Background: an optimization exercise with open tools, aiming at small area, a short achievable clock period and few clock cycles. Do not read the settings as production practice. Where RTL was checked, it was by simulation tests only, not by an equivalence proof against the original. Power and IR drop assume default switching activity.

==> flow/design.v (excerpt) <==
module fdc_engine (
    input  wire        clk,
    input  wire        rst,
    input  wire        cmd_valid,
    output wire        cmd_ready,
    input  wire [31:0] cmd_word,
    input  wire [31:0] cmd_arg,
    input  wire        cmd_empty,
    input  wire        in_valid,
    output wire        in_ready,
    input  wire [7:0]  in_data,
    input  wire        in_last,
    output wire        out_valid,
    input  wire        out_ready,
    output wire [7:0]  out_data,
    output wire        done,
    output wire [7:0]  status
);
clock: 3.6 ns
lec_check: 0
cap_margin: 20
core_margin: 2
core_utilization: 40
place_density: 0.6
setup_slack_margin: 1.35
slew_margin: 20
synth_hierarchical: 1
standard.sh (not shown) runs the stock make flow with config.mk's settings and CLKGATE_MAP_FILE= SYNTH_SCRIPT=/design/flow/synth_recipe.tcl, a recipe that flattens the netlist after the stock synthesis.
==> flow/flow/run.sh <==
#!/bin/bash
# Own layout flow: the standard ORFS flow, with the port buffers made
# from sky130_fd_sc_hd__buf_2 instead of the default delay-buffer family, and
# the timing repair free to change a cell's footprint. Everything else
# (synthesis, floorplan, power grid, CTS, routing) is the standard flow.
set -euo pipefail
W=$PWD
cat > "$W/own.mk" <<EOM
include $W/config.mk
export BUFFER_PORTS_ARGS = -buffer_cell sky130_fd_sc_hd__buf_2
export MATCH_CELL_FOOTPRINT = 0
EOM
sed "s#DESIGN_CONFIG=[^ ]*#DESIGN_CONFIG=$W/own.mk#" standard.sh > "$W/own_standard.sh"
bash "$W/own_standard.sh" > "$W/own_flow.log" 2>&1
Testbench counts at the start, summed over its fixed seeds: cycles 15,081.
Rerun with:
--- a/flow/flow/run.sh
+++ b/flow/flow/run.sh
@@ -11,2 +11,3 @@
 export MATCH_CELL_FOOTPRINT = 0
+export RECOVER_POWER = 100
 EOM
SETUP_SLACK_MARGIN = 1.5   (was 1.35)
The changed run completed without violations; clock-buffer cell count stays the same; total power rose by a few percent; fmax drops by about a fifth; worst hold slack improved by 0.0040 ns; area after synthesis is unchanged; flip-flop and latch count does not change.

========
## run A
Another version of the RTL of fdc_engine (not shown whole).
Size: ~13000 µm² of cells after synthesis.
clock: 3.6 ns
lec_check: 0
cap_margin: 20
core_margin: 2
core_utilization: 40
cts_cluster_diameter: 65
cts_cluster_size: 40
place_density: 0.6
setup_slack_margin: 1.6
slew_margin: 20
synth_hierarchical: 1
==> flow/flow/run.sh <==
#!/bin/bash
# Own layout flow: the standard ORFS flow, with the port buffers made
# from sky130_fd_sc_hd__buf_2 instead of the default delay-buffer family, and
# the timing repair free to change a cell's footprint. Everything else
# (synthesis, floorplan, power grid, CTS, routing) is the standard flow.
set -euo pipefail
W=$PWD
cat > "$W/own.mk" <<EOM
include $W/config.mk
export BUFFER_PORTS_ARGS = -buffer_cell sky130_fd_sc_hd__buf_2
export MATCH_CELL_FOOTPRINT = 0
EOM
sed "s#DESIGN_CONFIG=[^ ]*#DESIGN_CONFIG=$W/own.mk#" standard.sh > "$W/own_standard.sh"
bash "$W/own_standard.sh" > "$W/own_flow.log" 2>&1
Testbench counts of run A, summed over its fixed seeds: cycles 15,081.
The inputs of run B differ from those of run A as listed below.
-- flow/config.mk --
<<< run A, line 11
export CTS_CLUSTER_DIAMETER = 65
>>> run B, line 11
export CTS_CLUSTER_DIAMETER = 50
==> comparison <==
- Layout-stage area growth over the synthesis result, run B and run A: larger value in run B
- Setup slack: run B less than run A
- Between run A and run B, total power increased.
- Portion of the layout cell area used by clock cells delta for run B relative to run A: 2.5 points higher
- Run A -> run B: number of violations of the max-capacitance limit delta 0, exact match
- The run showing the greater post-route core utilization is run B.
- Design area on run B is up relative to run A.
Inputs modified between run B and run C:
-- flow/config.mk --
<<< run B, line 11
export CTS_CLUSTER_DIAMETER = 50
export CTS_CLUSTER_SIZE = 40
>>> run C, line 11
export CTS_CLUSTER_DIAMETER = 60
export CTS_CLUSTER_SIZE = 30
### Flow results
- Run C: all stages complete, timing, DRC and antenna checks passed
- Final critical path time including I/O delays and setup delta (run C − run B): unfavourable
- Looking at actual slew at the worst max-slew pin, run C sits below run B.
- Relative to run B, the first-iteration DRC count of run C is lower by 1.2%.

========
RTL: one of the versions met above, not the one the previous note started from.
Size: about 1,300 cells after synthesis, roughly 310 flip-flops, ~99 I/O pins, ~13,000 µm² of cells after synthesis.
==> flow/config.mk <==
export PLATFORM = sky130hd
export DESIGN_NAME = fdc_engine
export DESIGN_NICKNAME = fdc_engine
export VERILOG_FILES = /design/flow/design.v
export SDC_FILE = /design/flow/constraint.sdc
export NUM_CORES = 4
export LEC_CHECK = 0
export CAP_MARGIN = 20
export CORE_MARGIN = 2
export CORE_UTILIZATION = 40
export CTS_BUF_LIST = sky130_fd_sc_hd__clkbuf_8
export CTS_CLUSTER_SIZE = 30
export PLACE_DENSITY = 0.6
export SETUP_SLACK_MARGIN = 1.5
export SLEW_MARGIN = 20
export SYNTH_HIERARCHICAL = 1
==> flow/constraint.sdc <==
create_clock -name core_clock -period 3.6 [get_ports {clk}]
set_input_delay 0.7200 -clock core_clock [delete_from_list [all_inputs] [get_ports {clk}]]
set_output_delay 0.7200 -clock core_clock [all_outputs]
set_load 0.01 [all_outputs]
Scripts as last shown in full above: flow/flow/run.sh
The first run passed the timing, DRC and antenna checks.
Testbench counts at the start, summed over its fixed seeds: cycles 15,081.
==> next run, changes <==
CTS_BUF_LIST = not set   (was sky130_fd_sc_hd__clkbuf_8)
CTS_CLUSTER_SIZE = not set   (was 30)
SETUP_SLACK_MARGIN = 1.6   (was 1.5)
What happened: The changed run passed the timing, DRC and antenna checks; clock-buffer cell count falls by 10; worst setup slack gains 0.083 ns; combinational power rises by roughly a tenth; fmax rises by a few percent; cell area rises by a few percent; sequential share of layout area falls by 1.6 points; worst hold slack gains 0.057 ns; routed wire length rises by a few percent; synthesized cell count does not change.
==> next run, changes <==
PLACE_DENSITY = 0.8   (was 0.6)
SETUP_SLACK_MARGIN = 1.5   (was 1.6)
Effect: Synthesized area is unchanged. Total power is higher by about 1%. Wire length is lower by 7.7%. Utilization is lower by 1.2 points. Cell area is lower by about 2.2%. Sequential power hardly moves. Global-route usage is lower by 2.3 points. Via count barely changes. Worst setup slack gets worse by 0.047 ns. Count of clock-buffer cells in the layout is lower by 9. Worst hold slack gets better by 0.011 ns.
==> next run, changes <==
CORE_UTILIZATION = 55   (was 40)
PLACE_DENSITY = 0.7   (was 0.8)
Effect: Clock power went down by about 4%. Routed wire length drops by 3.4%. Clock skew is about the same. Global-route usage grows by 7.8 points. Fmax came out lower by 1.1%. Setup slack degrades by 0.024 ns. Via count fell by 2.3%. Core utilization is higher by 18 points. Count of clock-buffer cells in the layout grows by 9.

========
Another version of the RTL of fdc_engine (not shown whole).
For scale: ~13000 um^2 of cells after synthesis.
==> flow/design.v (excerpt) <==
module fdc_engine (
    input  wire        clk,
    input  wire        rst,
    input  wire        cmd_valid,
    output wire        cmd_ready,
    input  wire [31:0] cmd_word,
    input  wire [31:0] cmd_arg,
    input  wire        cmd_empty,
    input  wire        in_valid,
    output wire        in_ready,
    input  wire [7:0]  in_data,
    input  wire        in_last,
    output wire        out_valid,
    input  wire        out_ready,
    output wire [7:0]  out_data,
    output wire        done,
    output wire [7:0]  status
);
==> flow/config.mk <==
export PLATFORM = sky130hd
export DESIGN_NAME = fdc_engine
export DESIGN_NICKNAME = fdc_engine
export VERILOG_FILES = /design/flow/design.v
export SDC_FILE = /design/flow/constraint.sdc
export NUM_CORES = 4
export LEC_CHECK = 0
export CAP_MARGIN = 20
export CORE_MARGIN = 2
export CORE_UTILIZATION = 40
export PLACE_DENSITY = 0.6
export SETUP_SLACK_MARGIN = 1.6
export SLEW_MARGIN = 20
export SYNTH_HIERARCHICAL = 1
==> flow/constraint.sdc <==
create_clock -name core_clock -period 3.6 [get_ports {clk}]
set_input_delay 0.7200 -clock core_clock [delete_from_list [all_inputs] [get_ports {clk}]]
set_output_delay 0.7200 -clock core_clock [all_outputs]
set_load 0.01 [all_outputs]
Scripts as last shown in full above: flow/flow/run.sh
The first run completed without violations.
Then changed:
- SETUP_SLACK_MARGIN: 1.6 -> 1.7
Effect: Routed wire length hardly moves; clock power went down by 5.3%; core utilization grows by 0.70 points; die area stays the same; sequential power hardly moves; clock-buffer cell count increases by 8; first-iteration DRC count shrinks by 4.8%; area after synthesis does not change; worst setup slack degrades by 0.054 ns.
Then changed:
- CTS_CLUSTER_DIAMETER: not set -> 65
- CTS_CLUSTER_SIZE: not set -> 40
- SETUP_SLACK_MARGIN: 1.7 -> 1.6
=>
- final area decreases by about 4%
- global-route usage decreases by 0.62 points
- sequential cell count is unchanged
- via count decreases by 1.8%
- routed wire length decreases by 0.34%
- worst setup slack improved by 0.071 ns
- total power decreases by 11%
- sequential power is about the same
- sequential share of layout area increases by 1.5 points
- clock power decreases by 23%
Function was not checked in any run of this note: the RTL went through the layout flow alone.

========
RTL: one of the versions met above, not the one the previous note started from.
Size: roughly 310 flip-flops, ~99 I/O pins, about 13,000 sq um of cells after synthesis.
// fdc_engine
module fdc_engine (
    input  wire        clk,
    input  wire        rst,
    input  wire        cmd_valid,
    output wire        cmd_ready,
    input  wire [31:0] cmd_word,
    input  wire [31:0] cmd_arg,
    input  wire        cmd_empty,
    input  wire        in_valid,
    output wire        in_ready,
    input  wire [7:0]  in_data,
    input  wire        in_last,
    output wire        out_valid,
    input  wire        out_ready,
    output wire [7:0]  out_data,
    output wire        done,
    output wire [7:0]  status
);
clock: 3.6 ns
lec_check: 0
cap_margin: 20
core_margin: 2
core_utilization: 40
cts_cluster_diameter: 60
cts_cluster_size: 60
place_density: 0.6
setup_slack_margin: 1.6
slew_margin: 20
synth_hierarchical: 1
Scripts as last shown in full above: flow/flow/run.sh
Testbench counts at the start, summed over its fixed seeds: cycles 15,081.
Then changed:
- CTS_CLUSTER_DIAMETER: 60 -> not set
- CTS_CLUSTER_SIZE: 60 -> not set
- SETUP_SLACK_MARGIN: 1.6 -> 1.5
- first-iteration DRC count goes down by 2.7%
- final cell count went up by 0.64%
- worst hold slack is better by 0.028 ns
- setup slack gains 0.0040 ns
Then changed:
- CTS_CLUSTER_DIAMETER: not set -> 70
- CTS_CLUSTER_SIZE: not set -> 50
- SETUP_SLACK_MARGIN: 1.5 -> 1.65
Design area drops by 1.0%.
Setup slack improves by 0.064 ns.
Sequential power stays flat.
Hold slack degrades by 0.034 ns.
Wire length climbs by 0.97%.
Then changed:
- CTS_CLUSTER_DIAMETER: 70 -> not set
- CTS_CLUSTER_SIZE: 50 -> not set
- SETUP_SLACK_MARGIN: 1.65 -> 1.7
Outcome: The changed run produced a clean layout. Non-clock buffer count goes up by 25. Die area is unchanged. Clock power went up by 37%. Power is higher by 16%.

-- what the ideal ports hide --
How much do the figures lean on ideal ports? The routed layouts below were timed once more, with nothing changed but the port constraints.
Step 1 (the two cells are an assumption about what drives the block):
set clk [get_ports {clk}]
set_driving_cell -lib_cell sky130_fd_sc_hd__clkbuf_16 $clk
set_driving_cell -lib_cell sky130_fd_sc_hd__buf_2 [delete_from_list [all_inputs] $clk]
Step 2 also shifts input and output timing later by t, the mid clock arrival at the registers, as if the neighbouring blocks saw the same clock.
Slacks: ideal / step 1 / step 2; pairs: ideal / step 1.
run | t (ns) | slack for setup (ns) | worst setup path after step 2 | latest minus earliest clock arrival (ns) | worst data-port slew with drivers (ns)
the first run of note 1 | 0.564 | 1.379 / 1.406 / 0.842 | input to register | 0.019 / 0.019 | 0.05
the second run of note 1 | 0.555 | 0.805 / 0.825 / 0.269 | input to register | 0.028 / 0.029 | 0.05
run A | 0.576 | 1.645 / 1.620 / 1.084 | input to register | 0.051 / 0.051 | 0.05
run B | 0.614 | 1.633 / 1.621 / 1.043 | input to register | 0.027 / 0.028 | 0.05
run C | 0.603 | 1.606 / 1.606 / 1.054 | input to register | 0.040 / 0.041 | 0.05
the first run of note 3 | 0.629 | 1.408 / 1.430 / 0.802 | input to register | 0.031 / 0.031 | 0.06
the second run of note 3 | 0.559 | 1.490 / 1.490 / 0.943 | input to register | 0.025 / 0.025 | 0.06
the third run of note 3 | 0.562 | 1.444 / 1.453 / 0.901 | input to register | 0.021 / 0.020 | 0.06
the fourth run of note 3 | 0.549 | 1.420 / 1.420 / 0.885 | input to register | 0.018 / 0.018 | 0.06
the first run of note 4 | 0.557 | 1.540 / 1.540 / 1.069 | input to register | 0.025 / 0.025 | 0.06
the second run of note 4 | 0.551 | 1.486 / 1.486 / 1.129 | input to register | 0.012 / 0.012 | 0.06
the third run of note 4 | 0.575 | 1.556 / 1.556 / 1.087 | input to register | 0.022 / 0.023 | 0.06
the first run of note 5 | 0.597 | 1.590 / 1.613 / 1.017 | input to register | 0.033 / 0.033 | 0.05
the second run of note 5 | 0.558 | 1.594 / 1.588 / 1.030 | input to register | 0.022 / 0.023 | 0.05
the third run of note 5 | 0.585 | 1.658 / 1.641 / 1.095 | input to register | 0.022 / 0.021 | 0.05
the fourth run of note 5 | 0.555 | 1.621 / 1.621 / 1.111 | input to register | 0.024 / 0.024 | 0.09
After both steps every run listed still meets setup and hold. For the first run of note 3, which loses most, drivers alone change the setup slack by +0.022 ns; drivers and shift together by -0.606 ns.
